Source: an optimization exercise on an open RTL-to-GDS flow (aim: small area, a short achievable clock period and few clock cycles). Production flows keep margins and buffers that such runs may drop.
In this exercise RTL edits were held to simulation tests only and were not proved equivalent to the original.
Power is estimated from default activity; no workload was simulated.

## flow/flow/run.sh

```bash
#!/bin/bash
set -euo pipefail
export BUFFER_PORTS_ARGS="-buffer_cell sky130_fd_sc_hd__buf_1"
export SETUP_SLACK_MARGIN=5.6
bash standard.sh > standard.log 2>&1
```

## flow/standard.sh

```bash
#!/bin/bash
# synth_recipe.tcl (not shown) runs the flow's synth.tcl, then flattens the netlist and writes it again
# the make line also repeats each setting of config.mk as NAME=value (left out here)
make -C /OpenROAD-flow-scripts/flow DESIGN_CONFIG=/design/flow/config.mk WORK_HOME=/design/flow/orfs CLKGATE_MAP_FILE= SYNTH_SCRIPT=/design/flow/synth_recipe.tcl "${@:-finish}"
```

## flow/config.mk

```make
export PLATFORM = sky130hd
export DESIGN_NAME = nrf_host_link
export DESIGN_NICKNAME = nrf_host_link
export VERILOG_FILES = /design/flow/design.v
export SDC_FILE = /design/flow/constraint.sdc
export NUM_CORES = 4
export LEC_CHECK = 0
export ABC_CLOCK_PERIOD_IN_PS = 2500
export CAP_MARGIN = 20
export CORE_MARGIN = 2
export CORE_UTILIZATION = 40
export SLEW_MARGIN = 20
```

## flow/constraint.sdc

```tcl
create_clock -name core_clock -period 8.0 [get_ports {clk}]
set_input_delay 1.6000 -clock core_clock [delete_from_list [all_inputs] [get_ports {clk}]]
set_output_delay 1.6000 -clock core_clock [all_outputs]
set_load 0.01 [all_outputs]
```

## flow/design.v

```verilog
module nrf_host_link (
    input  wire        clk,
    input  wire        rst,
    input  wire        in_valid,
    input  wire [7:0]  in_data,
    input  wire        in_last,
    output reg         in_ready,
    output reg         pay_valid,
    output wire [7:0]  pay_data,
    output wire        pay_last,
    input  wire        pay_ready,
    output reg         cmd_done,
    output reg  [6:0]  cfg_channel,
    output reg  [1:0]  cfg_speed,
    output reg  [39:0] cfg_tx,
    output reg  [39:0] cfg_rx,
    output reg  [3:0]  cfg_opt,       
    input  wire        rx_valid,
    input  wire [7:0]  rx_data,
    input  wire        rx_last,
    output reg         rx_ready,
    output reg         out_valid,
    output reg  [7:0]  out_data,
    output reg         out_last,
    input  wire        out_ready
);
    localparam CAPACITY  = 32;
    localparam CMD_IDENT = 8'h21;
    localparam CR        = 8'h0D;
    localparam LF        = 8'h0A;
    localparam [6:0]  DEFAULT_CHANNEL = 7'h4C;
    localparam [1:0]  DEFAULT_SPEED   = 2'd1;
    localparam [39:0] DEFAULT_TX      = 40'hE7E7E7E7E7;
    localparam [39:0] DEFAULT_RX      = 40'hC2C2C2C2C2;
    localparam [3:0]  DEFAULT_OPTIONS = 4'b1101;    
    function [3:0] hexval;
        input [7:0] c;
        begin
            hexval = 4'd0;
            if (c[7:4] == 4'h3) begin
                if (!c[3] || c[2:1] == 2'b00) hexval = c[3:0];
            end else if (c[7:4] == 4'h4 || c[7:4] == 4'h6) begin
                case (c[3:0])
                    4'h1: hexval = 4'hA;
                    4'h2: hexval = 4'hB;
                    4'h3: hexval = 4'hC;
                    4'h4: hexval = 4'hD;
                    4'h5: hexval = 4'hE;
                    4'h6: hexval = 4'hF;
                    default: hexval = 4'd0;
                endcase
            end
        end
    endfunction
    function is_le;
        input [7:0] c;
        is_le = (c == CR) || (c == LF);
    endfunction
    function is_pass;
        input [7:0] c;
        is_pass = (c >= 8'h20 && c <= 8'h7E) || is_le(c);
    endfunction
    function [7:0] hexch;
        input [3:0] n;
        case (n)
            4'hA: hexch = 8'h41;
            4'hB: hexch = 8'h42;
            4'hC: hexch = 8'h43;
            4'hD: hexch = 8'h44;
            4'hE: hexch = 8'h45;
            4'hF: hexch = 8'h46;
            default: hexch = {4'h3, n};
        endcase
    endfunction
    reg        iv;               
    reg  [7:0] id;
    reg        il, ile, i21;
    reg  [3:0] ihv;
    reg [7:0] qd0, qd1, qd2;
    reg       ql0, ql1, ql2;
    reg       v0, v1, v2;
    reg       topen;             
    assign pay_data = qd0;
    assign pay_last = ql0;
    wire in_fire = in_valid && in_ready;
    wire proc    = iv && !v2;    
    wire iv_n    = in_fire || (iv && v2);
    always @(posedge clk) begin
        if (in_fire) begin
            id  <= in_data;
            il  <= in_last;
            ile <= is_le(in_data);
            i21 <= (in_data == CMD_IDENT);
            ihv <= hexval(in_data);
        end
        if (rst) iv <= 1'b0;
        else     iv <= iv_n;
    end
    reg       first;             
    reg       cmd;               
    reg       lo;                
    reg [5:0] cnt;               
    reg       v_c, v_s, v_t, v_r, optact;
    wire strip = cfg_opt[0];
    wire hex   = cfg_opt[1];
    wire cmdx  = first ? i21 : cmd;
    wire room  = !cnt[5];
    reg       push, patch, lo_n;
    reg [7:0] pdata;
    always @(*) begin
        push  = 1'b0;
        patch = 1'b0;
        lo_n  = lo;
        pdata = id;
        if (!hex) begin
            push = !(strip && ile);
        end else if (!lo) begin
            if (ile) begin
                push = !strip;
            end else begin
                push  = 1'b1;
                pdata = {ihv, 4'd0};
                lo_n  = room;
            end
        end else begin
            lo_n = 1'b0;
            if (ile) push  = !strip;
            else     patch = 1'b1;
        end
        push = push && room;
    end
    wire d_fire  = proc && !cmdx;
    wire d_push  = d_fire && push;
    wire d_patch = d_fire && patch;
    wire d_close = d_fire && il;
    wire pop = pay_valid && pay_ready;
    wire a_w0 = d_push && !v0;
    wire a_w1 = d_push && v0 && !v1;
    wire a_w2 = d_push && v1;
    wire a_t0 = v0 && !v1;       
    wire a_t1 = v1 && !v2;
    wire a_t2 = v2;
    wire b_w0 = d_push && !v1;
    wire b_w1 = d_push && v1;
    wire b_t0 = v1 && !v2;
    wire b_t1 = v2;
    wire close_tail = d_close && !d_push && topen;
    reg [7:0] a_d0, a_d1, a_d2, b_d0, b_d1;
    reg       a_l0, a_l1, a_l2, b_l0, b_l1;
    always @(*) begin
        a_d0 = a_w0 ? pdata : qd0;
        a_d1 = a_w1 ? pdata : qd1;
        a_d2 = a_w2 ? pdata : qd2;
        a_l0 = a_w0 ? il : (ql0 || (close_tail && a_t0));
        a_l1 = a_w1 ? il : (ql1 || (close_tail && a_t1));
        a_l2 = a_w2 ? il : (ql2 || (close_tail && a_t2));
        if (d_patch && a_t0) a_d0[3:0] = ihv;
        if (d_patch && a_t1) a_d1[3:0] = ihv;
        if (d_patch && a_t2) a_d2[3:0] = ihv;
        b_d0 = b_w0 ? pdata : qd1;
        b_d1 = b_w1 ? pdata : qd2;
        b_l0 = b_w0 ? il : (ql1 || (close_tail && b_t0));
        b_l1 = b_w1 ? il : (ql2 || (close_tail && b_t1));
        if (d_patch && b_t0) b_d0[3:0] = ihv;
        if (d_patch && b_t1) b_d1[3:0] = ihv;
    end
    wire topen_n = d_push ? !il : (topen && !d_close);
    wire a_v0 = v0 || d_push;
    wire a_v1 = v1 || (d_push && v0);
    wire a_v2 = v2 || (d_push && v1);
    wire b_v0 = v1 || d_push;
    wire b_v1 = v2 || (d_push && v1);
    wire a_pv = a_v0 && (a_v1 || !topen_n);
    wire b_pv = b_v0 && (b_v1 || !topen_n);
    wire a_ir = !iv_n || !a_v2;
    always @(posedge clk) begin
        qd0 <= pop ? b_d0 : a_d0;
        qd1 <= pop ? b_d1 : a_d1;
        qd2 <= a_d2;
        ql0 <= pop ? b_l0 : a_l0;
        ql1 <= pop ? b_l1 : a_l1;
        ql2 <= a_l2;
        if (rst) begin
            v0        <= 1'b0;
            v1        <= 1'b0;
            v2        <= 1'b0;
            topen     <= 1'b0;
            pay_valid <= 1'b0;
            in_ready  <= 1'b1;
        end else begin
            v0        <= pop ? b_v0 : a_v0;
            v1        <= pop ? b_v1 : a_v1;
            v2        <= pop ? 1'b0 : a_v2;
            topen     <= topen_n;
            pay_valid <= pop ? b_pv : a_pv;
            in_ready  <= pop ? 1'b1 : a_ir;
        end
    end
    wire c_fire = proc && cmd;           
    wire c_verb = c_fire && (cnt == 6'd1);
    wire c_arg  = c_fire && room;
    integer k;
    always @(posedge clk) begin
        if (rst) begin
            first       <= 1'b1;
            cmd         <= 1'b0;
            lo          <= 1'b0;
            cnt         <= 6'd0;
            cmd_done    <= 1'b0;
            v_c <= 1'b0; v_s <= 1'b0; v_t <= 1'b0; v_r <= 1'b0;
            optact      <= 1'b0;
            cfg_channel <= DEFAULT_CHANNEL;
            cfg_speed   <= DEFAULT_SPEED;
            cfg_tx      <= DEFAULT_TX;
            cfg_rx      <= DEFAULT_RX;
            cfg_opt     <= DEFAULT_OPTIONS;
        end else begin
            cmd_done <= proc && il && cmdx;
            if (proc) begin
                first <= il;
                cmd   <= cmdx && !il;
                if (il) begin
                    cnt <= 6'd0;
                    lo  <= 1'b0;
                end else begin
                    if (cmdx ? room : push)
                        cnt <= cnt + 6'd1;
                    if (!cmdx)
                        lo <= lo_n;
                end
            end
            if (c_verb) begin
                v_c    <= (id == 8'h63);
                v_s    <= (id == 8'h73);
                v_t    <= (id == 8'h74);
                v_r    <= (id == 8'h72);
                optact <= (id == 8'h6F);
                if (id == 8'h63) cfg_channel <= 7'd0;
                if (id == 8'h73) cfg_speed   <= 2'd0;
                if (id == 8'h74) cfg_tx      <= 40'd0;
                if (id == 8'h72) cfg_rx      <= 40'd0;
            end
            if (c_arg) begin
                if (v_c && cnt == 6'd2) cfg_channel[6:4] <= ihv[2:0];
                if (v_c && cnt == 6'd3) cfg_channel[3:0] <= ihv;
                if (v_s && cnt == 6'd2 && ihv != 4'd0) cfg_speed <= 2'd2;
                if (v_s && cnt == 6'd3 && !cfg_speed[1])
                    cfg_speed <= (ihv[3:1] != 3'd0) ? 2'd2 : ihv[1:0];
                for (k = 0; k < 5; k = k + 1) begin
                    if (cnt == 2 + 2 * k) begin
                        if (v_t) cfg_tx[8*k+4 +: 4] <= ihv;
                        if (v_r) cfg_rx[8*k+4 +: 4] <= ihv;
                    end
                    if (cnt == 3 + 2 * k) begin
                        if (v_t) cfg_tx[8*k +: 4] <= ihv;
                        if (v_r) cfg_rx[8*k +: 4] <= ihv;
                    end
                end
                if (optact && cnt >= 6'd2) begin
                    case (id)
                        8'h6C: cfg_opt[0] <= 1'b0;
                        8'h4C: cfg_opt[0] <= 1'b1;
                        8'h78: cfg_opt[1] <= 1'b0;
                        8'h58: cfg_opt[1] <= 1'b1;
                        8'h61: cfg_opt[2] <= 1'b0;
                        8'h41: cfg_opt[2] <= 1'b1;
                        8'h64: cfg_opt[3] <= 1'b0;
                        8'h44: cfg_opt[3] <= 1'b1;
                        default: optact <= 1'b0;
                    endcase
                end
            end
        end
    end
    localparam W_EMPTY = 3'd0;
    localparam W_START = 3'd1;    
    localparam W_HI    = 3'd2;    
    localparam W_LO    = 3'd3;    
    localparam W_LF    = 3'd4;    
    reg       rv, rl, rpass;
    reg [7:0] rb;
    reg [2:0] ws;
    reg [7:0] wb;
    reg       wl, wpass;
    wire       w_src   = (ws != W_EMPTY);
    wire [7:0] sb      = w_src ? wb : rb;
    wire       sl      = w_src ? wl : rl;
    wire       spass   = w_src ? wpass : rpass;
    wire [2:0] ss      = w_src ? ws : (rv ? W_START : W_EMPTY);
    reg        g_v, g_l;
    reg  [7:0] g_d;
    reg  [2:0] g_rem;
    always @(*) begin
        g_v   = 1'b1;
        g_l   = 1'b0;
        g_d   = LF;
        g_rem = W_EMPTY;
        case (ss)
            W_START: begin
                g_d   = spass ? sb : 8'h5C;
                g_l   = spass && sl && (sb == LF);
                g_rem = !spass ? W_HI : (sl && sb != LF) ? W_LF : W_EMPTY;
            end
            W_HI: begin
                g_d   = hexch(sb[7:4]);
                g_rem = W_LO;
            end
            W_LO: begin
                g_d   = hexch(sb[3:0]);
                g_rem = sl ? W_LF : W_EMPTY;
            end
            W_LF: begin
                g_l   = 1'b1;
            end
            default: g_v = 1'b0;
        endcase
    end
    wire       rx_fire = rx_valid && rx_ready;
    wire       ofree   = !out_valid || out_ready;
    wire       rv_n    = rx_fire || (rv && w_src);
    always @(posedge clk) begin
        wb    <= sb;
        wl    <= sl;
        wpass <= spass;
        if (rx_fire) begin
            rb    <= rx_data;
            rl    <= rx_last;
            rpass <= is_pass(rx_data);
        end
        if (ofree) begin
            out_data <= g_d;
            out_last <= g_l;
        end
        if (rst) begin
            ws        <= W_EMPTY;
            rv        <= 1'b0;
            out_valid <= 1'b0;
            rx_ready  <= 1'b1;
        end else begin
            ws        <= ofree ? g_rem : ss;
            rv        <= rv_n;
            if (ofree)
                out_valid <= g_v;
            rx_ready  <= !rv_n || (ofree ? (g_rem == W_EMPTY) : (ss == W_EMPTY));
        end
    end
endmodule
```

==> results of run 1 <==
==> worst min path at each step <==
stage	from	to	slack, ps
2_1_floorplan	qd2[3]$_DFF_P_	qd2[3]$_DFF_P_	420
3_3_place_gp	qd2[3]$_DFF_P_	qd2[3]$_DFF_P_	430
3_5_place_dp	qd2[3]$_DFF_P_	qd2[3]$_DFF_P_	440
4_1_cts	qd2[3]$_DFF_P_	qd2[3]$_DFF_P_	450
5_1_grt	cfg_channel[3]$_SDFF_PP1_	cfg_channel[3]$_SDFF_PP1_	470
6_report	cfg_channel[3]$_SDFF_PP1_	cfg_channel[3]$_SDFF_PP1_	460
==> timing repair <==
action / CTS / global route
pin swaps: 3 / 2
gates cloned: 0 / 1
endpoints found under the setup margin: 225 / 158
buffers inserted: 28 / 15
resized for setup: 317 / 21
==> tightest hold or removal path, stage by stage (launching register included) <==
cell and delay [ps]:
sky130_fd_sc_hd__dfxtp_2 330, sky130_fd_sc_hd__nand3_1 60, sky130_fd_sc_hd__nand2_1 40
==> sequential cells by signal, indices dropped and copies added, names as in the netlist, 2 cells and up <==
register     count
cfg_speed        2
cnt              6
cfg_rx          40
cfg_channel      7
out_data         8
qd2              8
qd0              8
qd1              8
ws               3
ihv              4
cfg_tx          40
id               8
cfg_opt          4
wb               8
rb               8
==> final cells by class <==
cell class / instances / area share, %
clock buffer: 18 / 4.166
clock inverter: 14 / 1.157
multi-input combinational: 559 / 33.26
tap: 270 / 3.124
timing repair buffer: 185 / 15.40
sequential: 192 / 41.33
inverter: 34 / 1.458
timing repair inverter: 1 / 0.1041
==> layer usage <==
metal | global-route usage, % | vias up | share of wire (%)
li1 | - | 3447 | -
met1 | 26.75 | 3399 | 46
met2 | 31.52 | 184 | 48
met3 | 3.735 | 37 | 4.0
met4 | 7.548 | 0 | 2.5
met5 | 0 | - | 0
==> metrics by stage <==
step	cell area (µm²)	power (mW)	util [%]
6_report	10810	2.233	53.44
4_1_cts	10640	2.243	52.59
3_3_place_gp	8927	1.386	44.12
5_1_grt	10810	2.328	53.44
3_5_place_dp	8927	1.386	44.12
2_1_floorplan	8279	1.314	-
==> layout by cell type (no fill, tap or decap), types with 5 or more instances in the layout <==
master / Yosys / final
sky130_fd_sc_hd__a211oi_1: 5 / 5
sky130_fd_sc_hd__a21oi_1: 46 / 43
sky130_fd_sc_hd__a221o_1: 40 / 40
sky130_fd_sc_hd__a31oi_1: 12 / 12
sky130_fd_sc_hd__a32o_1: 16 / 16
sky130_fd_sc_hd__and2_1: 7 / 6
sky130_fd_sc_hd__buf_1: 1 / 27
sky130_fd_sc_hd__buf_4: 4 / 43
sky130_fd_sc_hd__buf_6: 3 / 98
sky130_fd_sc_hd__clkbuf_16: 0 / 18
sky130_fd_sc_hd__clkbuf_2: 0 / 12
sky130_fd_sc_hd__clkinv_2: 0 / 5
sky130_fd_sc_hd__dfxtp_1: 142 / 44
sky130_fd_sc_hd__dfxtp_2: 0 / 97
sky130_fd_sc_hd__edfxtp_1: 50 / 50
sky130_fd_sc_hd__inv_1: 33 / 29
sky130_fd_sc_hd__mux2_2: 7 / 7
sky130_fd_sc_hd__mux2i_1: 10 / 10
sky130_fd_sc_hd__nand2_1: 88 / 85
sky130_fd_sc_hd__nand2b_1: 5 / 5
sky130_fd_sc_hd__nand3_1: 49 / 49
sky130_fd_sc_hd__nand4_1: 7 / 7
sky130_fd_sc_hd__nor2_1: 70 / 70
sky130_fd_sc_hd__nor2b_1: 20 / 19
sky130_fd_sc_hd__nor3_1: 16 / 16
sky130_fd_sc_hd__nor4_1: 5 / 5
sky130_fd_sc_hd__o21ai_0: 38 / 36
sky130_fd_sc_hd__o32ai_1: 17 / 17
==> cells by family (layout without fill, tap and decap cells) <==
family / Yosys count / in the layout / share of synthesized area, %
buffers and inverters: 81 / 252 / 4.245
adder cells (fa/ha/maj): 4 / 4 / 0.6087
XOR/XNOR: 2 / 2 / 0.2131
flip-flops: 192 / 192 / 52.83
AO/OA/AOI/OAI: 221 / 221 / 19.89
multiplexers: 18 / 18 / 2.343
AND/OR/NAND/NOR: 314 / 314 / 19.87
==> report_power, final <==
group          total, mW  internal (mW)  switching (mW)
combinational      0.269          0.116           0.153
sequential          1.12           1.07          0.0563
clock              0.840          0.454           0.387
==> results.cfg, run 1 <==
[detailed_routing]
antenna_left = 0
drc_violation_count_after_routing = 0
first_pass_iters = 4
num_vias = 7067
routed_wire_length_per_instance_um = 17.06
routed_via_density = 5.551
finalWirelength_mm = 21.72
first_iter_violations = 509

[sta]
timing.final.crit_period_ps = 2526
min_period_over_period_pct = 31.57
timing.slew.headroom_pct = 34.53
fmax_ghz = 0.3959
grt_setup_unrepaired = true
setup_total_negative_slack_ps = 0
clock_skew_ps = 12.95
hold_slack_ps = 457.7
setup_violations = 0
final_hold_fails = 0
maxSlewViolCount = 0
post-route-worst-setup-slack_ps = 5474
timing_worst_slew_pin_value_ps = 982.0

[clock_network]
tritoncts = yes
clkSinkCount = 192
clkTransAtPathRegs_ps = 70
worst_skew_pair.late_latency_ps = 440
cts_root_buffer = sky130_fd_sc_hd__clkbuf_16
htree_num_levels = 4
cts_max_path_buffers = 2
total_cts_buffers = 17
hold_buffers = 0

[synthesis]
synth_cells = 832
syn_nets = 860
share_of_synthesized_registers_carrying_an_async_set_or_reset_pct = 0
synth_seq_area_share_pct = 52.83
cell_with_the_most_instances_after_synthesis = sky130_fd_sc_hd__dfxtp_1
main_synth_ff_type = sky130_fd_sc_hd__dfxtp_1
ys_warn_count = 1
synth_seq_cells = 192
synth.top_cells.by_count = 142 x sky130_fd_sc_hd__dfxtp_1, 88 x sky130_fd_sc_hd__nand2_1, 70 x sky130_fd_sc_hd__nor2_1
yosys-top-cells-area = sky130_fd_sc_hd__dfxtp_1 35%, sky130_fd_sc_hd__edfxtp_1 18%, sky130_fd_sc_hd__a221o_1 4.9%, sky130_fd_sc_hd__nand2_1 4.0%, sky130_fd_sc_hd__nor2_1 3.2%
synth_edf_count = 50
mappedNetlistArea_um2 = 8223
synth_cell_type_count = 74
post_synth.cell_area_avg_um2 = 9.883
synth_largest_type_area_fraction_pct = 34.57
leading_area_contributor_after_synthesis = sky130_fd_sc_hd__dfxtp_1

[final_layout]
fin_cells = 1273
fin_nets = 1018
post_route_cells_drive_above_1_share_pct = 33.70
fillerInstances = 1763
flow.area_growth_from_synthesis_pct = 31.50
area.sequential_um2 = 4469
multiInputGateArea_um2 = 3596
antenna_diode_count = 0

[global_routing]
global_route_wire_length_before_repair_mm = 34.44
largest_net_degree_at_the_start_of_global_routing = 56
grt_usage_pct = 19.74
grt_residual_overflow = 0
first_global_vias = 6435
number_of_antenna_violations_at_the_first_check_in_global_routing = 0

[critical_path]
cpLargestDelayFamily = flip-flops
worst-path-stages = 1
worst_path_class_setup = flip-flop to output pin
crit_path_cell_trace = buf_1
rr_worst_depth = 4
biggest_cell_delay_along_the_critical_path_ps = 360
worstSetupStartpoint = qd0[5]$_DFFE_PP_
critical-path-slowest-cell = sky130_fd_sc_hd__edfxtp_1
critical_path.reg2reg.endpoint = qd0[1]$_DFFE_PP_
arrival_ps = 930
timing.reg2reg.setup_slack_ps = 5720
critical_path_buf_inv_count = 1
critical_path.endpoint = pay_data[5]
critical_path.endpoint_type = output pin
worstSetupStartpointType = flip-flop
crit-reg2reg-launch = i21$_DFFE_PP_
cp_data_required_time_ps = 6400
crit_path_max_fanout = 1

[placement]
io_buffers = 139
dp.final_hpwl_mm = 14.62
number_of_placed_instances_taps_included = 1197
dpl_worst_slack_ps = 4581
place.gp.congestion = 0.8038

[run_status]
status = finished clean

[pwr]
static-leakage-power_nw = 4.068
irDropWorstVdd_mv = 0.1205
powerDensity_nw_per_um2 = 206.5

[job]
max_cap_violations = 0

[floorplan]
rows = 52
chipWidth_um = 147.4
floorplan.die.height_um = 147.4
core_area_um2 = 20230
floorplan.io_pins = 140
dieArea_um2 = 21720
start_util_pct = 40.64

[worst_hold_path]
worst_hold_path_type = flip-flop to flip-flop
hold-path-cell-count = 2
Testbench counts, summed over its fixed seeds: cycles 31,116.
==> inputs of run 2 (changes only) <==
==> flow/flow/run.sh (replaced) <==
#!/bin/bash
set -euo pipefail
export BUFFER_PORTS_ARGS="-buffer_cell sky130_fd_sc_hd__buf_1"
bash standard.sh > standard.log 2>&1
--- a/flow/config.mk
+++ b/flow/config.mk
@@ -10,3 +10,6 @@
 export CORE_MARGIN = 2
 export CORE_UTILIZATION = 40
+export CTS_CLUSTER_DIAMETER = 150
+export CTS_CLUSTER_SIZE = 40
+export SETUP_SLACK_MARGIN = 5
 export SLEW_MARGIN = 20
==> run 2 against run 1 <==
Largest power group unchanged. Sequential share of layout area increased by 4.4 points. Worst setup slack worse by 230 ps. Core utilization down 6.5 points. Still clean. Synthesized cell count unchanged. First-iteration DRC count shrank 23%. Worst hold slack lost 8.0 ps. Via count fell by 3.9%. Register-to-register slack got worse by 380 ps. Design area is 12% lower. Die area unchanged.
==> results.cfg, run 2 <==
[run_status]
status = finished clean

[clock_network]
cts_root_buffer = sky130_fd_sc_hd__clkbuf_16
hold_buffers = 0
tritoncts = yes
htree_num_levels = 4
clkSinkCount = 192
worst_skew_pair.late_latency_ps = 440
cts_max_path_buffers = 2
clkTransAtPathRegs_ps = 70
total_cts_buffers = 17

[synthesis]
synth_largest_type_area_fraction_pct = 34.57
leading_area_contributor_after_synthesis = sky130_fd_sc_hd__dfxtp_1
cell_with_the_most_instances_after_synthesis = sky130_fd_sc_hd__dfxtp_1
main_synth_ff_type = sky130_fd_sc_hd__dfxtp_1
yosys.area_share.xor_xnor_pct = 0.2130
synth_edf_count = 50
synth-simple-area-share_pct = 19.87
multiplexer_area_fraction_after_synthesis_pct = 2.343
synth-compound-area-share_pct = 19.89
post_synth.cell_area_avg_um2 = 9.883
ys_warn_count = 1
syn_nets = 860
synth_seq_area_share_pct = 52.83
yosys-top-cells-area = sky130_fd_sc_hd__dfxtp_1 35%, sky130_fd_sc_hd__edfxtp_1 18%, sky130_fd_sc_hd__a221o_1 4.9%, sky130_fd_sc_hd__nand2_1 4.0%, sky130_fd_sc_hd__nor2_1 3.2%
synth_cell_type_count = 74
synth_top_family_by_area = compound AO/OA/AOI/OAI gates
yosys.area_share.adder_pct = 0.6086
synth_seq_cells = 192
share_of_synthesized_registers_carrying_an_async_set_or_reset_pct = 0
synth_cells = 832
synth.top_cells.by_count = 142 x sky130_fd_sc_hd__dfxtp_1, 88 x sky130_fd_sc_hd__nand2_1, 70 x sky130_fd_sc_hd__nor2_1
mappedNetlistArea_um2 = 8223

[final_layout]
post_route_cells_drive_above_1_share_pct = 6.778
postLayoutCoreUtil_pct = 46.97
antenna_diode_count = 0
layout_common_cells = 142 x sky130_fd_sc_hd__dfxtp_1, 138 x sky130_fd_sc_hd__buf_1, 88 x sky130_fd_sc_hd__nand2_1
reg_top3 = cfg_rx: 40 flops, cfg_tx: 40 flops
fin_nets = 974
flow.area_growth_from_synthesis_pct = 15.58
layout.cells.most_common = sky130_fd_sc_hd__dfxtp_1

[critical_path]
rr_worst_depth = 5
critical_path.endpoint_type = flip-flop
worstSetupStartpointType = input port
cp_data_required_time_ps = 8380
crit_path_max_fanout = 64
critical_path.reg2reg.endpoint = out_data[3]$_DFFE_PN_
worstSetupStartpoint = rst
crit-reg2reg-launch = ws[0]$_SDFF_PP0_
timing.reg2reg.setup_slack_ps = 5340
worst_path_class_setup = input port to flip-flop
arrival_ps = 3130
critical_path.endpoint = cfg_tx[4]$_SDFF_PP0_

[placement]
io_buffers = 139
place.gp.congestion = 0.8352
dp.final_hpwl_mm = 14.62

[floorplan]
start_util_pct = 40.64
chipWidth_um = 147.4
floorplan.io_pins = 140
floorplan.die.height_um = 147.4
core_area_um2 = 20230
rows = 52
dieArea_um2 = 21720

[sta]
setup_violations = 0
timing_worst_slew_pin_value_ps = 1003
fmax_ghz = 0.3631
clock_skew_ps = 10.14
timing.slew.headroom_pct = 33.15
hold_slack_ps = 449.8
min_period_over_period_pct = 34.43
final_hold_fails = 0
timing.final.crit_period_ps = 2754
grt_setup_unrepaired = false
maxSlewViolCount = 0
setup_total_negative_slack_ps = 0

[detailed_routing]
first_pass_iters = 5
finalWirelength_mm = 20.88
antenna_left = 0
num_vias = 6790
first_iter_violations = 394
drc_violation_count_after_routing = 0
routed_wire_length_per_instance_um = 16.99
routed_via_density = 5.525

[global_routing]
grt_usage_pct = 19.20
number_of_antenna_violations_at_the_first_check_in_global_routing = 0
largest_net_degree_at_the_start_of_global_routing = 65
grt_residual_overflow = 0
first_global_vias = 6257
global_route_wire_length_before_repair_mm = 33.38

[worst_hold_path]
hold-path-cell-count = 2
worst_hold_path_type = flip-flop to flip-flop

[pwr]
static-leakage-power_nw = 3.325
powerDensity_nw_per_um2 = 235.4
irDropWorstVdd_mv = 0.1462

[job]
max_cap_violations = 0
run 2: cell counts after synthesis:
Identical to the previous run, type by type.
run 2: cell families after synthesis:
kind of cell               count (synthesis)
AOI/OAI and AO/OA                        221
xor gates and xnor gates                   2
adders and majority gates                  4
buffers and inverters                     81
DFF                                      192
muxes                                     18
and+or+nand+nor                          314
run 2: critical path: stages:
cell and delay, ps:
sky130_fd_sc_hd__clkbuf_4 270, sky130_fd_sc_hd__buf_6 330, sky130_fd_sc_hd__nor2b_1 660, sky130_fd_sc_hd__a32o_1 220
run 2: power by group:
| part | total, mW | internal (mW) | switching (mW) |
|---|---|---|---|
| Clock | 0.872 | 0.484 | 0.388 |
| Sequential | 1.12 | 1.07 | 0.0572 |
| Combinational | 0.241 | 0.0949 | 0.146 |
run 2: metrics by stage:
stage	setup slack (ps)	total power [mW]	instances	cell area (µm²)
floorplan	5224	1.311	832	8223
global placement	4502	1.383	1197	8885
detailed placement	4445	1.385	1197	8885
CTS	5132	2.250	1229	9498
global route	5067	2.328	1229	9504
finish	5246	2.237	1229	9504
run 2: per-layer routing:
metal  GRT usage [%]  vias up  wire (µm)
li1                -     3362          -
met5               0        -          0
met2           30.72      160       9960
met3           3.302       19        965
met1           26.46     3249       9622
met4           6.587        0        333
run 2: how the worst min path moves through the flow:
stage | startpoint | end | slack [ps]
after floorplan | qd2[3]$_DFF_P_ | qd2[3]$_DFF_P_ | 420
after global placement | qd2[3]$_DFF_P_ | qd2[3]$_DFF_P_ | 430
after detailed placement | qd2[3]$_DFF_P_ | qd2[3]$_DFF_P_ | 440
after CTS | cfg_channel[6]$_SDFF_PP1_ | cfg_channel[6]$_SDFF_PP1_ | 450
after global routing | cfg_channel[2]$_SDFF_PP1_ | cfg_channel[2]$_SDFF_PP1_ | 470
final | cfg_channel[6]$_SDFF_PP1_ | cfg_channel[6]$_SDFF_PP1_ | 450
run 2: timing repair:
action                                  CTS  global route
resized for setup                         1             3
endpoints found under the setup margin   10            14
buffers inserted                          0             0
run 2: layout make-up:
cell class              instances  area [µm²]
flip-flops and latches        192        4344
clock inverters                10       112.6
multi-input cells             559        3533
inverters                      34       127.6
clock buffers                  22       496.7
well taps                     270       337.8
repair buffers                142       551.8
fillers                      1945       10730
==> inputs of run 3 (changes only) <==
--- a/flow/config.mk
+++ b/flow/config.mk
@@ -10,6 +10,4 @@
 export CORE_MARGIN = 2
 export CORE_UTILIZATION = 40
-export CTS_CLUSTER_DIAMETER = 150
-export CTS_CLUSTER_SIZE = 40
 export SETUP_SLACK_MARGIN = 5
 export SLEW_MARGIN = 20
==> run 3 against run 2 <==
Clock skew unchanged. First-iteration DRC count stayed put. Largest power group unchanged. Still clean on timing, DRC and antenna. Via count unchanged. Synthesized cell count did not move. Highest routed layer unchanged.
==> results.cfg, run 3 <==
[pwr]
p_sw_uw = 591.6
p_sw_share_pct = 26.44
powerDensity_nw_per_um2 = 235.4
power_frac_comb_pct = 10.8
seqPwrFrac_pct = 50.2
power.internal_mw = 1.646
finalPower_mw = 2.237
static-leakage-power_nw = 3.325
irDropWorstVdd_mv = 0.1462
power.share.clock_pct = 39.0

[detailed_routing]
routed_wire_length_per_instance_um = 16.99
num_vias = 6790
finalWirelength_mm = 20.88
antenna_left = 0
drc_violation_count_after_routing = 0
routed_via_density = 5.525
first_pass_iters = 5
first_iter_violations = 394

[synthesis]
synth_cells = 832
synth_seq_area_share_pct = 52.83
synth.top_cells.by_count = 142 x sky130_fd_sc_hd__dfxtp_1, 88 x sky130_fd_sc_hd__nand2_1, 70 x sky130_fd_sc_hd__nor2_1
yosys-top-cells-area = sky130_fd_sc_hd__dfxtp_1 35%, sky130_fd_sc_hd__edfxtp_1 18%, sky130_fd_sc_hd__a221o_1 4.9%, sky130_fd_sc_hd__nand2_1 4.0%, sky130_fd_sc_hd__nor2_1 3.2%
synth_edf_count = 50
syn_nets = 860
post_synth.cell_area_avg_um2 = 9.883
synth_seq_cells = 192
mappedNetlistArea_um2 = 8223
ys_warn_count = 1
cell_with_the_most_instances_after_synthesis = sky130_fd_sc_hd__dfxtp_1
leading_area_contributor_after_synthesis = sky130_fd_sc_hd__dfxtp_1
synth_largest_type_area_fraction_pct = 34.57
synth_cell_type_count = 74
main_synth_ff_type = sky130_fd_sc_hd__dfxtp_1
share_of_synthesized_registers_carrying_an_async_set_or_reset_pct = 0

[final_layout]
fin_nets = 974
antenna_diode_count = 0
reg_top3 = cfg_rx: 40 flops, cfg_tx: 40 flops
postLayoutCoreUtil_pct = 46.97
fin_cells = 1229
layout_common_cells = 142 x sky130_fd_sc_hd__dfxtp_1, 138 x sky130_fd_sc_hd__buf_1, 88 x sky130_fd_sc_hd__nand2_1
multiInputGateArea_um2 = 3533
layout.cells.most_common = sky130_fd_sc_hd__dfxtp_1
flow.area_growth_from_synthesis_pct = 15.58
post_route_cells_drive_above_1_share_pct = 6.778
area.sequential_um2 = 4344
fillerInstances = 1945
final_design_area_no_fill_um2 = 9504

[worst_hold_path]
min_from = cfg_channel[6]$_SDFF_PP1_
worst_hold_path_type = flip-flop to flip-flop

[critical_path]
worstSetupStartpointType = input port
crit_path_max_fanout = 64
crit-reg2reg-launch = ws[0]$_SDFF_PP0_
cp_data_required_time_ps = 8380
arrival_ps = 3130
critical_path.endpoint_type = flip-flop
worst_path_class_setup = input port to flip-flop
worstSetupStartpoint = rst

[clock_network]
tritoncts = yes
clkSinkCount = 192
worst_skew_pair.late_latency_ps = 440
cts_root_buffer = sky130_fd_sc_hd__clkbuf_16
postCtsSetupBuffers = 0
cts_max_path_buffers = 2
total_cts_buffers = 17
htree_num_levels = 4
clkTransAtPathRegs_ps = 70

[sta]
clock_skew_ps = 10.14
fmax_ghz = 0.3631
final_hold_fails = 0
timing_worst_slew_pin_value_ps = 1003
post-route-worst-setup-slack_ps = 5246
maxSlewViolCount = 0
min_period_over_period_pct = 34.43
setup_total_negative_slack_ps = 0
hold_slack_ps = 449.8
grt_setup_unrepaired = false
timing.final.crit_period_ps = 2754
setup_violations = 0
timing.slew.headroom_pct = 33.15

[floorplan]
rows = 52
chipWidth_um = 147.4
floorplan.io_pins = 140
dieArea_um2 = 21720
start_util_pct = 40.64
core_area_um2 = 20230
floorplan.die.height_um = 147.4

[placement]
placement.cell_area_um2 = 8885
dpl_worst_slack_ps = 4445
number_of_placed_instances_taps_included = 1197
place.gp.congestion = 0.8352
io_buffers = 139
dp.final_hpwl_mm = 14.62

[global_routing]
number_of_antenna_violations_at_the_first_check_in_global_routing = 0
grt_usage_pct = 19.20
grt_residual_overflow = 0
largest_net_degree_at_the_start_of_global_routing = 65
first_global_vias = 6257
global_route_wire_length_before_repair_mm = 33.38

[run_status]
status = finished clean

[job]
max_cap_violations = 0
-- run 3: cell counts in the layout (fill, tap and decap cells not counted) --
No cell type changed its count.
-- run 3: timing repair --
item,4_1_cts,5_1_grt
cloned,0,0
resized for setup,1,3
hold buffers,0,0
pin swaps,0,0
setup endpoints to repair,10,14
-- run 3: logic make-up after synthesis --
family	share of synthesized area (%)
simple gates	19.87
compound gates	19.89
flops	52.83
buf+inv	4.245
mux	2.343
fa+ha+maj	0.6087
xor+xnor	0.2131
-- run 3: power by group through the flow --
| stage | logic (mW) | registers (mW) | clock network, mW |
|---|---|---|---|
| finish | 0.241 | 1.12 | 0.872 |
| global placement | 0.239 | 1.14 | 0 |
| detailed placement | 0.241 | 1.14 | 0 |
| floorplan | 0.178 | 1.13 | 0 |
| CTS | 0.242 | 1.12 | 0.885 |
| global route | 0.272 | 1.13 | 0.925 |
-- run 3: layout make-up --
cell class | instances | area share (%)
multi-input combinational | 559 | 37.18
inverter | 34 | 1.343
tap | 270 | 3.555
timing repair buffer | 142 | 5.806
sequential | 192 | 45.71
clock buffer | 22 | 5.226
clock inverter | 10 | 1.185
-- run 3: worst max-delay path, cell delays in order --
cell,delay [ps]
sky130_fd_sc_hd__clkbuf_4,270
sky130_fd_sc_hd__buf_6,330
sky130_fd_sc_hd__nor2b_1,660
sky130_fd_sc_hd__a32o_1,220
-- run 3: per-layer routing --
metal	track usage [%]	share of wire, %
met3	3.302	4.6
met5	0	0
met2	30.72	48
met1	26.46	46
met4	6.587	1.6
-- run 3: worst paths after layout --
kind,end,slack (ps),depth (start not counted)
worst min-delay path,cfg_channel[6]$_SDFF_PP1_,450,2
worst max register to register,out_data[3]$_DFFE_PN_,5340,5
worst min register to register,cfg_channel[6]$_SDFF_PP1_,450,2
worst max-delay path,cfg_tx[4]$_SDFF_PP0_,5250,4
==> inputs of run 4 (changes only) <==
==> flow/flow/run.sh (replaced) <==
#!/bin/bash
set -euo pipefail
export BUFFER_PORTS_ARGS="-buffer_cell sky130_fd_sc_hd__buf_1"
export SETUP_SLACK_MARGIN=5.3
bash standard.sh > standard.log 2>&1
--- a/flow/config.mk
+++ b/flow/config.mk
@@ -6,8 +6,6 @@
 export NUM_CORES = 4
 export LEC_CHECK = 0
-export ABC_CLOCK_PERIOD_IN_PS = 2500
 export CAP_MARGIN = 20
 export CORE_MARGIN = 2
 export CORE_UTILIZATION = 40
-export SETUP_SLACK_MARGIN = 5
 export SLEW_MARGIN = 20
==> run 4 against run 3 <==
Still clean on timing, DRC and antenna. Combinational power grew 9.1%. Worst hold slack gained 4.5 ps. Non-clock buffer count grew 12. Critical path depth shrank 3. Clock skew shrank 0.88 ps. Register-to-register slack gained 190 ps. Count of clock-buffer cells in the layout shrank 4. Cell count grew 0.98%. Critical path type is now flip-flop to output pin. Largest cell class unchanged.
==> results.cfg, run 4 <==
[run_status]
status = finished clean

[critical_path]
critical_path.reg2reg.endpoint = cfg_tx[23]$_SDFF_PP1_
worst_path_class_setup = flip-flop to output pin
crit-reg2reg-launch = cnt[1]$_SDFFE_PP0P_
critical_path_buf_inv_count = 1
timing.reg2reg.setup_slack_ps = 5530
cp_data_required_time_ps = 6400
arrival_ps = 1030
rr_worst_depth = 7
critical-path-slowest-cell = sky130_fd_sc_hd__dfxtp_2
crit_path_cell_trace = buf_1
cpLargestDelayFamily = flip-flops
crit_path_max_fanout = 9
critical_path.endpoint_type = output pin
worstSetupStartpointType = flip-flop
biggest_cell_delay_along_the_critical_path_ps = 430

[floorplan]
chipWidth_um = 147.4
rows = 52
floorplan.die.height_um = 147.4
start_util_pct = 40.64
floorplan.io_pins = 140
core_area_um2 = 20230
dieArea_um2 = 21720

[global_routing]
grt_util_met2_pct = 30.14
number_of_antenna_violations_at_the_first_check_in_global_routing = 0
grt_residual_overflow = 0
global_route_wire_length_before_repair_mm = 33.24
largest_net_degree_at_the_start_of_global_routing = 51
first_global_vias = 6147
global_route.usage.met3_pct = 3.580
global_route.usage.met1_pct = 27.06
gr-max-usage-layer = met2
grt_usage_pct = 19.17

[synthesis]
yosys-top-cells-area = sky130_fd_sc_hd__dfxtp_1 35%, sky130_fd_sc_hd__edfxtp_1 18%, sky130_fd_sc_hd__a221o_1 4.9%, sky130_fd_sc_hd__nand2_1 4.0%, sky130_fd_sc_hd__nor2_1 3.2%
share_of_synthesized_registers_carrying_an_async_set_or_reset_pct = 0
leading_area_contributor_after_synthesis = sky130_fd_sc_hd__dfxtp_1
yosys.area_share.adder_pct = 0.6086
synth_seq_cells = 192
synth.top_cells.by_count = 142 x sky130_fd_sc_hd__dfxtp_1, 88 x sky130_fd_sc_hd__nand2_1, 70 x sky130_fd_sc_hd__nor2_1
post_synth.cell_area_avg_um2 = 9.883
cell_with_the_most_instances_after_synthesis = sky130_fd_sc_hd__dfxtp_1
multiplexer_area_fraction_after_synthesis_pct = 2.343
synth_cells = 832
main_synth_ff_type = sky130_fd_sc_hd__dfxtp_1
synth_edf_count = 50
synth_seq_area_share_pct = 52.83
synth_cell_type_count = 74
synth-simple-area-share_pct = 19.87
mappedNetlistArea_um2 = 8223
synth-compound-area-share_pct = 19.89
ys_warn_count = 1
synth_largest_type_area_fraction_pct = 34.57
yosys.area_share.xor_xnor_pct = 0.2130
syn_nets = 860
synth_top_family_by_area = compound AO/OA/AOI/OAI gates

[final_layout]
antenna_diode_count = 0
layout.cells.most_common = sky130_fd_sc_hd__dfxtp_1
layout_common_cells = 141 x sky130_fd_sc_hd__dfxtp_1, 138 x sky130_fd_sc_hd__buf_1, 88 x sky130_fd_sc_hd__nand2_1
post_route_cells_drive_above_1_share_pct = 8.651
fin_nets = 986
reg_top3 = cfg_rx: 40 flops, cfg_tx: 40 flops
flow.area_growth_from_synthesis_pct = 16.40

[placement]
io_buffers = 139
dp.final_hpwl_mm = 14.56
dpl_worst_slack_ps = 4665
place.gp.congestion = 0.8263

[job]
max_cap_violations = 0

[detailed_routing]
drc_violation_count_after_routing = 0
finalWirelength_mm = 21.02
first_iter_violations = 466
antenna_left = 0
num_vias = 6784
routed_wire_length_per_instance_um = 16.94
routed_via_density = 5.467
first_pass_iters = 5

[sta]
timing_worst_slew_pin_value_ps = 958.9
setup_total_negative_slack_ps = 0
min_period_over_period_pct = 32.89
grt_setup_unrepaired = false
post-route-worst-setup-slack_ps = 5369
hold_slack_ps = 454.3
timing.final.crit_period_ps = 2631
clock_skew_ps = 9.253
timing.slew.headroom_pct = 36.07
final_hold_fails = 0
fmax_ghz = 0.3800
setup_violations = 0
maxSlewViolCount = 0

[clock_network]
htree_num_levels = 4
hold_buffers = 0
total_cts_buffers = 17
clkSinkCount = 192
cts_root_buffer = sky130_fd_sc_hd__clkbuf_16
worst_skew_pair.late_latency_ps = 440
clkTransAtPathRegs_ps = 70
tritoncts = yes
cts_max_path_buffers = 2

[pwr]
p_sw_uw = 602.8
power.internal_mw = 1.596
power_frac_comb_pct = 12.0
power.share.clock_pct = 36.9
static-leakage-power_nw = 3.367
p_sw_share_pct = 27.41
irDropWorstVdd_mv = 0.1312
finalPower_mw = 2.199
powerDensity_nw_per_um2 = 229.7
seqPwrFrac_pct = 51.1

[worst_hold_path]
min_from = qd2[3]$_DFF_P_
hold-path-cell-count = 2
worst_hold_path_type = flip-flop to flip-flop
worstHoldEndpoint = qd2[3]$_DFF_P_
run 4: worst max-delay path by stage:
stage,from,slack (ps),depth (start not counted),endpoint
after detailed placement,rst,4660,5,cfg_tx[4]$_SDFF_PP0_
after floorplan,in_data[4],5360,3,ihv[1]$_DFFE_PP_
after CTS,i21$_DFFE_PP_,5310,4,qd0[1]$_DFFE_PP_
final,cfg_opt[1]$_SDFFE_PP0P_,5370,1,cfg_opt[1]
after global placement,rst,4680,5,cfg_rx[12]$_SDFF_PP0_
after global routing,cfg_opt[1]$_SDFFE_PP0P_,5320,1,cfg_opt[1]
run 4: cell type report:
type | instances | area [µm²]
clock inverters | 14 | 125.1
inverters | 34 | 127.6
repair buffers | 154 | 643.1
fillers | 1958 | 10660
flip-flops and latches | 192 | 4345
clock buffers | 18 | 439.2
multi-input cells | 559 | 3553
well taps | 270 | 337.8
run 4: power by group through the flow:
| stage | Clock (mW) | Sequential [mW] | Combinational [mW] |
|---|---|---|---|
| CTS | 0.830 | 1.12 | 0.242 |
| global placement | 0 | 1.14 | 0.240 |
| detailed placement | 0 | 1.14 | 0.239 |
| floorplan | 0 | 1.13 | 0.179 |
| finish | 0.812 | 1.12 | 0.263 |
| global route | 0.871 | 1.13 | 0.292 |
run 4: what timing repair did:
item	in CTS	in global routing
pin swaps	0	2
buffers inserted	0	11
cloned	0	0
resized for setup	5	4
setup endpoints to repair	27	27
run 4: metrics by stage:
stage          instance area (µm²)  std cells  util, %
2_1_floorplan                 8228        832        -
3_3_place_gp                  8897       1198    43.97
3_5_place_dp                  8897       1198    43.97
4_1_cts                       9473       1230    46.82
5_1_grt                       9572       1241    47.30
6_report                      9572       1241    47.30
run 4: layer usage:
| layer | up-vias | share of wire (%) | wire (µm) |
|---|---|---|---|
| met5 | - | 0 | 0 |
| met4 | 0 | 1.4 | 295 |
| met3 | 25 | 4.6 | 966 |
| met2 | 177 | 46 | 9731 |
| met1 | 3199 | 48 | 10030 |
| li1 | 3383 | - | - |
run 4: kinds of logic (layout without fill, tap and decap cells):
| group | Yosys count | count (layout) |
|---|---|---|
| AO/OA/AOI/OAI | 221 | 221 |
| XOR/XNOR | 2 | 2 |
| AND/OR/NAND/NOR | 314 | 314 |
| buffers and inverters | 81 | 220 |
| adder cells (fa/ha/maj) | 4 | 4 |
| flip-flops | 192 | 192 |
| multiplexers | 18 | 18 |
==> inputs of run 5 (changes only) <==
--- a/flow/config.mk
+++ b/flow/config.mk
@@ -6,4 +6,5 @@
 export NUM_CORES = 4
 export LEC_CHECK = 0
+export ABC_AREA = 1
 export CAP_MARGIN = 20
 export CORE_MARGIN = 2
==> run 5 against run 4 <==
Combinational power increased by about 60%. Count of clock-buffer cells in the layout decreased by 1. Sequential power about the same. Sequential share of layout area decreased by 1.4 points. First-iteration DRC count decreased by 8.8%. Highest routed layer unchanged. Synthesized area increased by 3.7%. Via count increased by 7.8%. Synthesized cell count increased by 26%. Clock skew increased by 1.1 ps. Critical endpoint is now cfg_channel[6]. Largest cell class unchanged. Register-to-register slack improved by 120 ps. Critical path depth unchanged. Largest power group unchanged.
==> results.cfg, run 5 <==
[critical_path]
critical_path.endpoint_type = output pin
worstSetupStartpointType = flip-flop
critical-path-slowest-cell = sky130_fd_sc_hd__dfxtp_1
biggest_cell_delay_along_the_critical_path_ps = 410
cp_data_required_time_ps = 6400
worst_path_class_setup = flip-flop to output pin
cpLargestDelayFamily = flip-flops
rr_worst_depth = 7
crit_path_cell_trace = buf_1
critical_path_buf_inv_count = 1
crit_path_max_fanout = 2
arrival_ps = 1020
worst-path-stages = 1

[clock_network]
worst_skew_pair.late_latency_ps = 440
clkSinkCount = 192
cts_max_path_buffers = 2
tritoncts = yes
total_cts_buffers = 17
hold_buffers = 0
htree_num_levels = 4
cts_root_buffer = sky130_fd_sc_hd__clkbuf_16
clkTransAtPathRegs_ps = 80

[sta]
final_hold_fails = 0
setup_violations = 0
min_period_over_period_pct = 32.72
grt_setup_unrepaired = false
maxSlewViolCount = 0
clock_skew_ps = 10.34
fmax_ghz = 0.3820
setup_total_negative_slack_ps = 0
post-route-worst-setup-slack_ps = 5382
timing_worst_slew_pin_value_ps = 931.2
timing.final.crit_period_ps = 2618
timing.slew.headroom_pct = 37.85

[placement]
dp.final_hpwl_mm = 16.12
dpl_worst_slack_ps = 4722
place.gp.congestion = 0.8958
io_buffers = 139

[final_layout]
post_route_cells_drive_above_1_share_pct = 9.114
flow.area_growth_from_synthesis_pct = 15.88
fin_nets = 1211
reg_top3 = cfg_rx: 40 flops, cfg_tx: 40 flops
layout.cells.most_common = sky130_fd_sc_hd__nand2_1
area.sequential_um2 = 4345
antenna_diode_count = 0
fillerInstances = 2123
layout_common_cells = 288 x sky130_fd_sc_hd__nand2_1, 141 x sky130_fd_sc_hd__dfxtp_1, 138 x sky130_fd_sc_hd__buf_1
multiInputGateArea_um2 = 3488

[global_routing]
first_global_vias = 6746
number_of_antenna_violations_at_the_first_check_in_global_routing = 0
largest_net_degree_at_the_start_of_global_routing = 73
global_route_wire_length_before_repair_mm = 35.20
grt_residual_overflow = 0
grt_usage_pct = 19.99

[floorplan]
core_area_um2 = 20960
floorplan.die.height_um = 150.0
start_util_pct = 40.67
floorplan.io_pins = 140
rows = 53
chipWidth_um = 150.0
dieArea_um2 = 22490

[synthesis]
synth_largest_type_area_fraction_pct = 33.35
share_of_synthesized_registers_carrying_an_async_set_or_reset_pct = 0
mappedNetlistArea_um2 = 8523
leading_area_contributor_after_synthesis = sky130_fd_sc_hd__dfxtp_1
yosys-top-cells-area = sky130_fd_sc_hd__dfxtp_1 33%, sky130_fd_sc_hd__edfxtp_1 18%, sky130_fd_sc_hd__nand2_1 13%, sky130_fd_sc_hd__inv_1 5.2%, sky130_fd_sc_hd__a21oi_1 5.1%
cell_with_the_most_instances_after_synthesis = sky130_fd_sc_hd__nand2_1
synth_cells = 1050
synth_cell_type_count = 47
synth.top_cells.by_count = 289 x sky130_fd_sc_hd__nand2_1, 142 x sky130_fd_sc_hd__dfxtp_1, 119 x sky130_fd_sc_hd__inv_1
synth_seq_area_share_pct = 50.97
ys_warn_count = 1
synth_edf_count = 50
synth_seq_cells = 192
post_synth.cell_area_avg_um2 = 8.117
main_synth_ff_type = sky130_fd_sc_hd__dfxtp_1
syn_nets = 1078

[detailed_routing]
routed_via_density = 4.971
finalWirelength_mm = 22.05
num_vias = 7313
routed_wire_length_per_instance_um = 14.99
first_iter_violations = 425
first_pass_iters = 5
antenna_left = 0
drc_violation_count_after_routing = 0

[pwr]
static-leakage-power_nw = 4.222
irDropWorstVdd_mv = 0.1515
powerDensity_nw_per_um2 = 243.4

[run_status]
status = finished clean

[worst_hold_path]
worst_hold_path_type = flip-flop to flip-flop
hold-path-cell-count = 2

[job]
max_cap_violations = 0
-- run 5: changes by cell type after synthesis, sizes merged, moves of 20 or more --
cell and delta:
clkbuf -20, a221o -40, nand2 +212, a21oi +41
nor2b -21, nand3 +22, o21ai +24, o211ai +31
inv +104
-- run 5: worst paths after layout --
check | startpoint | end | slack, ps
max | cfg_channel[6]$_SDFF_PP1_ | cfg_channel[6] | 5380
min | cfg_rx[30]$_SDFF_PP1_ | cfg_rx[30]$_SDFF_PP1_ | 450
max reg2reg | v2$_SDFF_PP0_ | cfg_tx[28]$_SDFF_PP0_ | 5650
min reg2reg | cfg_rx[30]$_SDFF_PP1_ | cfg_rx[30]$_SDFF_PP1_ | 450
-- run 5: metrics by stage --
| stage | area, µm² | hold slack (ps) | instances | power (mW) | util, % |
|---|---|---|---|---|---|
| after global placement | 9238 | 427.6 | 1438 | 1.561 | 44.08 |
| after CTS | 9863 | 449.6 | 1470 | 2.424 | 47.07 |
| after global routing | 9877 | 468.4 | 1471 | 2.536 | 47.13 |
| after detailed placement | 9238 | 431.3 | 1438 | 1.565 | 44.08 |
| after floorplan | 8523 | 421.9 | 1050 | 1.465 | - |
| final | 9877 | 446.1 | 1471 | 2.404 | 47.13 |
-- run 5: cell families after synthesis --
kind of cell             Yosys count  synth area share [%]
XOR/XNOR                           1                0.1028
AND/OR/NAND/NOR                  479                 26.10
buffers and inverters            168                 8.133
flip-flops                       192                 50.97
multiplexers                       4                0.4698
AO/OA/AOI/OAI                    202                 13.64
adder cells (fa/ha/maj)            4                0.5872
-- run 5: repair_timing --
action,4_1_cts,5_1_grt
hold endpoints to repair,0,0
buffers inserted,0,1
gates resized for setup,4,2
cloned,0,0
endpoints found under the setup margin,18,5
-- run 5: worst reg2reg max path: stages (launching register included) --
cell and delay (ps):
sky130_fd_sc_hd__dfxtp_1 350, sky130_fd_sc_hd__nor2_4 210, sky130_fd_sc_hd__nand3_2 190, sky130_fd_sc_hd__nor2_2 760
sky130_fd_sc_hd__nand2_2 300, sky130_fd_sc_hd__inv_1 220, sky130_fd_sc_hd__nand2_1 70, sky130_fd_sc_hd__a21oi_1 180
-- run 5: cell type report --
class	instances	area share, %
Tap cell	275	3.484
Inverter	140	5.359
Multi-Input combinational cell	690	35.32
Clock buffer	17	4.307
Timing Repair Buffer	142	5.625
Clock inverter	15	1.913
Sequential cell	192	44.00
-- run 5: routing by layer --
layer  track usage [%]  part of all wire [%]  routed length (µm)  vias to the layer above
met5                 0                     0                   0                        -
met4             6.038                   1.5                 340                        0
met3             3.872                   6.4                1414                       26
met2             33.04                    47               10320                      220
met1             26.53                    45                9969                     3329
li1                  -                     -                   -                     3738
-- run 5: report_power, final --
| part | internal [mW] | switching [mW] | total [mW] | leakage (nW) |
|---|---|---|---|---|
| clock network | 0.427 | 0.432 | 0.859 | 0.297 |
| logic | 0.121 | 0.300 | 0.421 | 2.28 |
| registers | 1.09 | 0.0309 | 1.12 | 1.65 |
==> inputs of run 6 (changes only) <==
--- a/flow/config.mk
+++ b/flow/config.mk
@@ -6,7 +6,6 @@
 export NUM_CORES = 4
 export LEC_CHECK = 0
-export ABC_AREA = 1
 export CAP_MARGIN = 20
 export CORE_MARGIN = 2
-export CORE_UTILIZATION = 40
+export CORE_UTILIZATION = 60
 export SLEW_MARGIN = 20
==> run 6 against run 5 <==
Still clean. Synthesized area fell by 3.5%. Flip-flop and latch count did not move. Global-route usage rose by 7.8 points. Combinational power fell by 37%. Total power fell by 4.2%. Core utilization rose by 24 points. Cell count fell by 22%. Non-clock buffer count rose by 9. Via count fell by 3.4%. Largest power group unchanged.
==> results.cfg, run 6 <==
[pwr]
static-leakage-power_nw = 3.392
finalPower_mw = 2.303
irDropWorstVdd_mv = 0.1413
powerDensity_nw_per_um2 = 241.9

[synthesis]
synth_cells = 832
synth_largest_type_area_fraction_pct = 34.57
ys_warn_count = 1
synth_seq_cells = 192
syn_nets = 860
synth_cell_type_count = 74
post_synth.cell_area_avg_um2 = 9.883
synth.top_cells.by_count = 142 x sky130_fd_sc_hd__dfxtp_1, 88 x sky130_fd_sc_hd__nand2_1, 70 x sky130_fd_sc_hd__nor2_1
leading_area_contributor_after_synthesis = sky130_fd_sc_hd__dfxtp_1
synth_edf_count = 50
yosys-top-cells-area = sky130_fd_sc_hd__dfxtp_1 35%, sky130_fd_sc_hd__edfxtp_1 18%, sky130_fd_sc_hd__a221o_1 4.9%, sky130_fd_sc_hd__nand2_1 4.0%, sky130_fd_sc_hd__nor2_1 3.2%
main_synth_ff_type = sky130_fd_sc_hd__dfxtp_1
synth_seq_area_share_pct = 52.83
share_of_synthesized_registers_carrying_an_async_set_or_reset_pct = 0
cell_with_the_most_instances_after_synthesis = sky130_fd_sc_hd__dfxtp_1
mappedNetlistArea_um2 = 8223

[sta]
maxSlewViolCount = 0
setup_violations = 0
timing.slew.headroom_pct = 35.40
timing_worst_slew_pin_value_ps = 969.0
setup_total_negative_slack_ps = 0
final_hold_fails = 0
clock_skew_ps = 8.536
fmax_ghz = 0.3814
timing.final.crit_period_ps = 2622
min_period_over_period_pct = 32.77
grt_setup_unrepaired = true
post-route-worst-setup-slack_ps = 5378

[final_layout]
layout_common_cells = 141 x sky130_fd_sc_hd__dfxtp_1, 138 x sky130_fd_sc_hd__buf_1, 87 x sky130_fd_sc_hd__nand2_1
multiInputGateArea_um2 = 3555
fin_nets = 983
area.sequential_um2 = 4345
layout.cells.most_common = sky130_fd_sc_hd__dfxtp_1
post_route_cells_drive_above_1_share_pct = 8.264
reg_top3 = cfg_rx: 40 flops, cfg_tx: 40 flops
fillerInstances = 1056
flow.area_growth_from_synthesis_pct = 15.79
antenna_diode_count = 0

[clock_network]
hold_buffers = 0
worst_skew_pair.late_latency_ps = 440
cts_max_path_buffers = 2
total_cts_buffers = 17
cts_root_buffer = sky130_fd_sc_hd__clkbuf_16
clkSinkCount = 192
htree_num_levels = 4
tritoncts = yes
clkTransAtPathRegs_ps = 70

[detailed_routing]
first_iter_violations = 559
routed_via_density = 6.173
routed_wire_length_per_instance_um = 17.82
num_vias = 7062
drc_violation_count_after_routing = 0
first_pass_iters = 6
antenna_left = 0
finalWirelength_mm = 20.39

[placement]
io_buffers = 139
place.gp.congestion = 0.8886
dpl_worst_slack_ps = 4532
dp.final_hpwl_mm = 14.20

[critical_path]
critical_path.endpoint_type = output pin
critical_path.reg2reg.endpoint = cfg_tx[1]$_SDFF_PP1_
critical_path.endpoint = cfg_opt[1]
worst-path-stages = 1
worstSetupStartpointType = flip-flop
worst_path_class_setup = flip-flop to output pin
arrival_ps = 1020
crit_path_cell_trace = buf_1
rr_worst_depth = 6
cpLargestDelayFamily = flip-flops
timing.reg2reg.setup_slack_ps = 5530
biggest_cell_delay_along_the_critical_path_ps = 420
worstSetupStartpoint = cfg_opt[1]$_SDFFE_PP0P_
crit-reg2reg-launch = cnt[1]$_SDFFE_PP0P_
crit_path_max_fanout = 9
cp_data_required_time_ps = 6400
critical-path-slowest-cell = sky130_fd_sc_hd__dfxtp_2
critical_path_buf_inv_count = 1

[floorplan]
start_util_pct = 61.85
dieArea_um2 = 14660
chipWidth_um = 121.1
rows = 42
floorplan.die.height_um = 121.1
core_area_um2 = 13300
floorplan.io_pins = 140

[global_routing]
global_route.usage.met1_pct = 35.38
global_route_wire_length_before_repair_mm = 32.35
first_global_vias = 6551
global_route.usage.met3_pct = 5.216
grt_residual_overflow = 0
gr-max-usage-layer = met2
grt_util_met2_pct = 47.47
grt_usage_pct = 27.80
largest_net_degree_at_the_start_of_global_routing = 66
number_of_antenna_violations_at_the_first_check_in_global_routing = 0

[job]
max_cap_violations = 0

[run_status]
status = finished clean

[worst_hold_path]
worst_hold_path_type = flip-flop to flip-flop
==> run 6: routing by layer <==
metal	up-vias	part of all wire, %	routed length, µm
met4	0	1.7	339
li1	3362	-	-
met3	29	5.5	1119
met2	245	50	10180
met5	-	0	0
met1	3426	43	8748
==> run 6: stage by stage <==
stage | cells | area, µm² | hold slack (ps) | utilization (%)
after global routing | 1144 | 9522 | 483.0 | 71.62
final | 1144 | 9522 | 457.7 | 71.62
after floorplan | 832 | 8228 | 418.0 | -
after CTS | 1135 | 9440 | 460.9 | 71.01
after detailed placement | 1103 | 8772 | 450.7 | 65.98
after global placement | 1103 | 8772 | 440.6 | 65.98
==> run 6: worst min-delay path by stage <==
stage | slack [ps] | from | cells after the start | end
3_3_place_gp | 440 | qd2[6]$_DFF_P_ | 2 | qd2[6]$_DFF_P_
2_1_floorplan | 420 | qd2[3]$_DFF_P_ | 2 | qd2[3]$_DFF_P_
3_5_place_dp | 450 | cfg_channel[2]$_SDFF_PP1_ | 2 | cfg_channel[2]$_SDFF_PP1_
6_report | 460 | cfg_channel[3]$_SDFF_PP1_ | 2 | cfg_channel[3]$_SDFF_PP1_
4_1_cts | 460 | cfg_channel[2]$_SDFF_PP1_ | 2 | cfg_channel[2]$_SDFF_PP1_
5_1_grt | 480 | cfg_channel[2]$_SDFF_PP1_ | 2 | cfg_channel[2]$_SDFF_PP1_
==> run 6: timing repair <==
item | CTS | global route
setup buffers | 0 | 9
pin swaps | 0 | 2
gates resized for setup | 7 | 4
gates cloned | 0 | 0
setup endpoints to repair | 29 | 14
==> run 6: kinds of logic (layout without fill, tap and decap cells) <==
logic type	count (synthesis)	count (layout)	share of synthesized area [%]
and+or+nand+nor	314	314	19.87
AOI/OAI and AO/OA	221	221	19.89
DFF	192	192	52.83
buffers and inverters	81	217	4.245
muxes	18	18	2.343
adders and majority gates	4	4	0.6087
xor gates and xnor gates	2	2	0.2131
==> run 6: report_power, final <==
part | switching, mW | internal, mW | total, mW
registers | 0.0584 | 1.07 | 1.13
logic | 0.153 | 0.111 | 0.264
clock network | 0.368 | 0.545 | 0.914
total | 0.580 | 1.72 | 2.30
==> run 6: area by class of cell <==
type | count | area share (%)
Timing Repair Buffer | 151 | 6.544
Inverter | 34 | 1.340
Sequential cell | 192 | 45.64
Clock buffer | 24 | 5.729
Multi-Input combinational cell | 559 | 37.33
Clock inverter | 8 | 1.104
Tap cell | 176 | 2.313
==> inputs of run 7 (changes only) <==
--- a/flow/config.mk
+++ b/flow/config.mk
@@ -8,4 +8,5 @@
 export CAP_MARGIN = 20
 export CORE_MARGIN = 2
-export CORE_UTILIZATION = 60
+export CORE_UTILIZATION = 40
+export CTS_BUF_LIST = sky130_fd_sc_hd__clkbuf_8
 export SLEW_MARGIN = 20
==> run 7 against run 6 <==
Worst hold slack about the same. Synthesized cell count is the same. Total power shrank 13%. Cell count up 8.5%. Non-clock buffer count increased by 3. Core utilization is 25 points lower. Register-to-register slack hardly changed. Wire length up 3.3%.
==> results.cfg, run 7 <==
[run_status]
status = finished clean

[global_routing]
gr-max-usage-layer = met2
global_route.usage.met3_pct = 3.673
grt_usage_pct = 19.10
global_route_wire_length_before_repair_mm = 33.10
global_route.usage.met1_pct = 26.84
grt_util_met2_pct = 30.21
grt_residual_overflow = 0
largest_net_degree_at_the_start_of_global_routing = 51
number_of_antenna_violations_at_the_first_check_in_global_routing = 0
first_global_vias = 6136

[critical_path]
crit_path_cell_trace = buf_1
arrival_ps = 1040
biggest_cell_delay_along_the_critical_path_ps = 370
cpLargestDelayFamily = flip-flops
cp_data_required_time_ps = 6400
crit_path_max_fanout = 3
critical-path-slowest-cell = sky130_fd_sc_hd__dfxtp_1
critical_path.endpoint_type = output pin
timing.reg2reg.setup_slack_ps = 5530
worstSetupStartpointType = flip-flop
worst_path_class_setup = flip-flop to output pin
critical_path_buf_inv_count = 1

[final_layout]
fin_nets = 986
flow.area_growth_from_synthesis_pct = 14.12
layout.cells.most_common = sky130_fd_sc_hd__dfxtp_1
antenna_diode_count = 0
post_route_cells_drive_above_1_share_pct = 8.754
layout_common_cells = 140 x sky130_fd_sc_hd__dfxtp_1, 137 x sky130_fd_sc_hd__buf_1, 88 x sky130_fd_sc_hd__nand2_1
reg_top3 = cfg_rx: 40 flops, cfg_tx: 40 flops

[floorplan]
core_area_um2 = 20230
floorplan.io_pins = 140
dieArea_um2 = 21720
chipWidth_um = 147.4
start_util_pct = 40.64
floorplan.die.height_um = 147.4
rows = 52

[sta]
min_period_over_period_pct = 33.05
fmax_ghz = 0.3782
setup_total_negative_slack_ps = 0
final_hold_fails = 0
hold_slack_ps = 457.6
timing.final.crit_period_ps = 2644
timing_worst_slew_pin_value_ps = 964.5
clock_skew_ps = 11.20
grt_setup_unrepaired = true
maxSlewViolCount = 0
timing.slew.headroom_pct = 35.70
setup_violations = 0

[clock_network]
cts_root_buffer = sky130_fd_sc_hd__clkbuf_8
worst_skew_pair.late_latency_ps = 470
clkTransAtPathRegs_ps = 100
cts_max_path_buffers = 2
hold_buffers = 0
clkSinkCount = 192
htree_num_levels = 4
tritoncts = yes
total_cts_buffers = 17

[pwr]
irDropWorstVdd_mv = 0.08277
powerDensity_nw_per_um2 = 212.4
static-leakage-power_nw = 3.282

[synthesis]
cell_with_the_most_instances_after_synthesis = sky130_fd_sc_hd__dfxtp_1
synth_cell_type_count = 74
synth_edf_count = 50
main_synth_ff_type = sky130_fd_sc_hd__dfxtp_1
ys_warn_count = 1
leading_area_contributor_after_synthesis = sky130_fd_sc_hd__dfxtp_1
mappedNetlistArea_um2 = 8223
syn_nets = 860
synth_seq_cells = 192
synth_largest_type_area_fraction_pct = 34.57
synth_seq_area_share_pct = 52.83
yosys-top-cells-area = sky130_fd_sc_hd__dfxtp_1 35%, sky130_fd_sc_hd__edfxtp_1 18%, sky130_fd_sc_hd__a221o_1 4.9%, sky130_fd_sc_hd__nand2_1 4.0%, sky130_fd_sc_hd__nor2_1 3.2%
post_synth.cell_area_avg_um2 = 9.883
share_of_synthesized_registers_carrying_an_async_set_or_reset_pct = 0
synth_cells = 832
synth.top_cells.by_count = 142 x sky130_fd_sc_hd__dfxtp_1, 88 x sky130_fd_sc_hd__nand2_1, 70 x sky130_fd_sc_hd__nor2_1

[detailed_routing]
routed_via_density = 5.446
first_pass_iters = 5
drc_violation_count_after_routing = 0
finalWirelength_mm = 21.06
routed_wire_length_per_instance_um = 16.97
first_iter_violations = 480
num_vias = 6759
antenna_left = 0

[placement]
place.gp.congestion = 0.8263
dp.final_hpwl_mm = 14.56
io_buffers = 139

[worst_hold_path]
worst_hold_path_type = flip-flop to flip-flop

[job]
max_cap_violations = 0
==> run 7: metal layers <==
metal	share of wire, %	up-vias
met3	4.8	22
met2	47	176
met4	1.2	0
li1	-	3375
met1	47	3186
met5	0	-
==> run 7: final timing paths <==
kind                             startpoint                         to  cells past startpoint
hold / removal    cfg_channel[6]$_SDFF_PP1_  cfg_channel[6]$_SDFF_PP1_                      2
setup reg to reg              i21$_DFFE_PP_           qd1[3]$_DFFE_PP_                      5
hold reg to reg   cfg_channel[6]$_SDFF_PP1_  cfg_channel[6]$_SDFF_PP1_                      2
setup / recovery    cfg_speed[1]$_SDFF_PP0_               cfg_speed[1]                      1
==> run 7: stage by stage <==
step | worst slack, ps | utilization (%) | cell area (µm²) | power [mW] | cells
floorplan | 5356 | - | 8228 | 1.311 | 832
global placement | 4679 | 43.97 | 8897 | 1.384 | 1198
detailed placement | 4665 | 43.97 | 8897 | 1.383 | 1198
CTS | 5302 | 45.88 | 9283 | 1.984 | 1230
global route | 5296 | 46.38 | 9384 | 2.084 | 1241
finish | 5356 | 46.38 | 9384 | 1.993 | 1241
==> run 7: timing repair <==
item                                    4_1_cts  5_1_grt
gates resized for setup                       6        5
pin swaps                                     0        2
setup buffers                                 0       11
endpoints found under the setup margin       23       25
==> run 7: cell families (layout without fill, tap and decap cells) <==
family	count (synthesis)	in the layout	synth area share, %
AOI/OAI and AO/OA	221	221	19.89
muxes	18	18	2.343
DFF	192	192	52.83
and+or+nand+nor	314	314	19.87
xor gates and xnor gates	2	2	0.2131
adders and majority gates	4	4	0.6087
buffers and inverters	81	220	4.245
==> run 7: final cells by class <==
type / instances / area, µm²
fillers: 1968 / 10850
flip-flops and latches: 192 / 4349
multi-input cells: 559 / 3552
repair buffers: 154 / 644.4
well taps: 270 / 337.8
clock buffers: 18 / 247.7
inverters: 34 / 127.6
clock inverters: 14 / 125.1
==> run 7: where the power goes <==
group | total [mW] | switching, mW | internal, mW | leakage (nW)
combinational | 0.263 | 0.151 | 0.112 | 1.44
sequential | 1.12 | 0.0575 | 1.07 | 1.64
clock | 0.606 | 0.371 | 0.235 | 0.195
total | 1.99 | 0.580 | 1.41 | 3.28

[what the ideal ports hide]
Ports are ideal in the flow. The routed layouts listed here were re-timed in OpenROAD.
Step 1: set_driving_cell puts a clkbuf_16 on clk and a buf_2 on each other input, an assumption about the parent block.
Step 2 adds t to the input delays and takes it off the output delays; t is the mean of the earliest and latest rising clock arrival at the registers after step 1. Input paths then give back, and output paths get back, about the clock's delay inside the block.
Slacks: ideal / step 1 / step 2; pairs: ideal / step 1.
run | shift t [ns] | slack for setup (ns) | cell pins on the clock port's net
run 1 | 0.469 | 5.474 / 5.434 / 5.186 | 1
run 2 | 0.476 | 5.246 / 5.232 / 4.792 | 1
run 3 | 0.476 | 5.246 / 5.232 / 4.792 | 1
run 4 | 0.476 | 5.369 / 5.324 / 4.970 | 1
run 5 | 0.485 | 5.382 / 5.334 / 4.988 | 1
run 6 | 0.472 | 5.378 / 5.337 / 4.959 | 1
run 7 | 0.507 | 5.356 / 5.316 / 4.876 | 1
After both steps setup and hold are still met in every run listed. For run 7, which loses most, drivers alone change the setup slack by -0.040 ns; drivers and shift together by -0.480 ns.
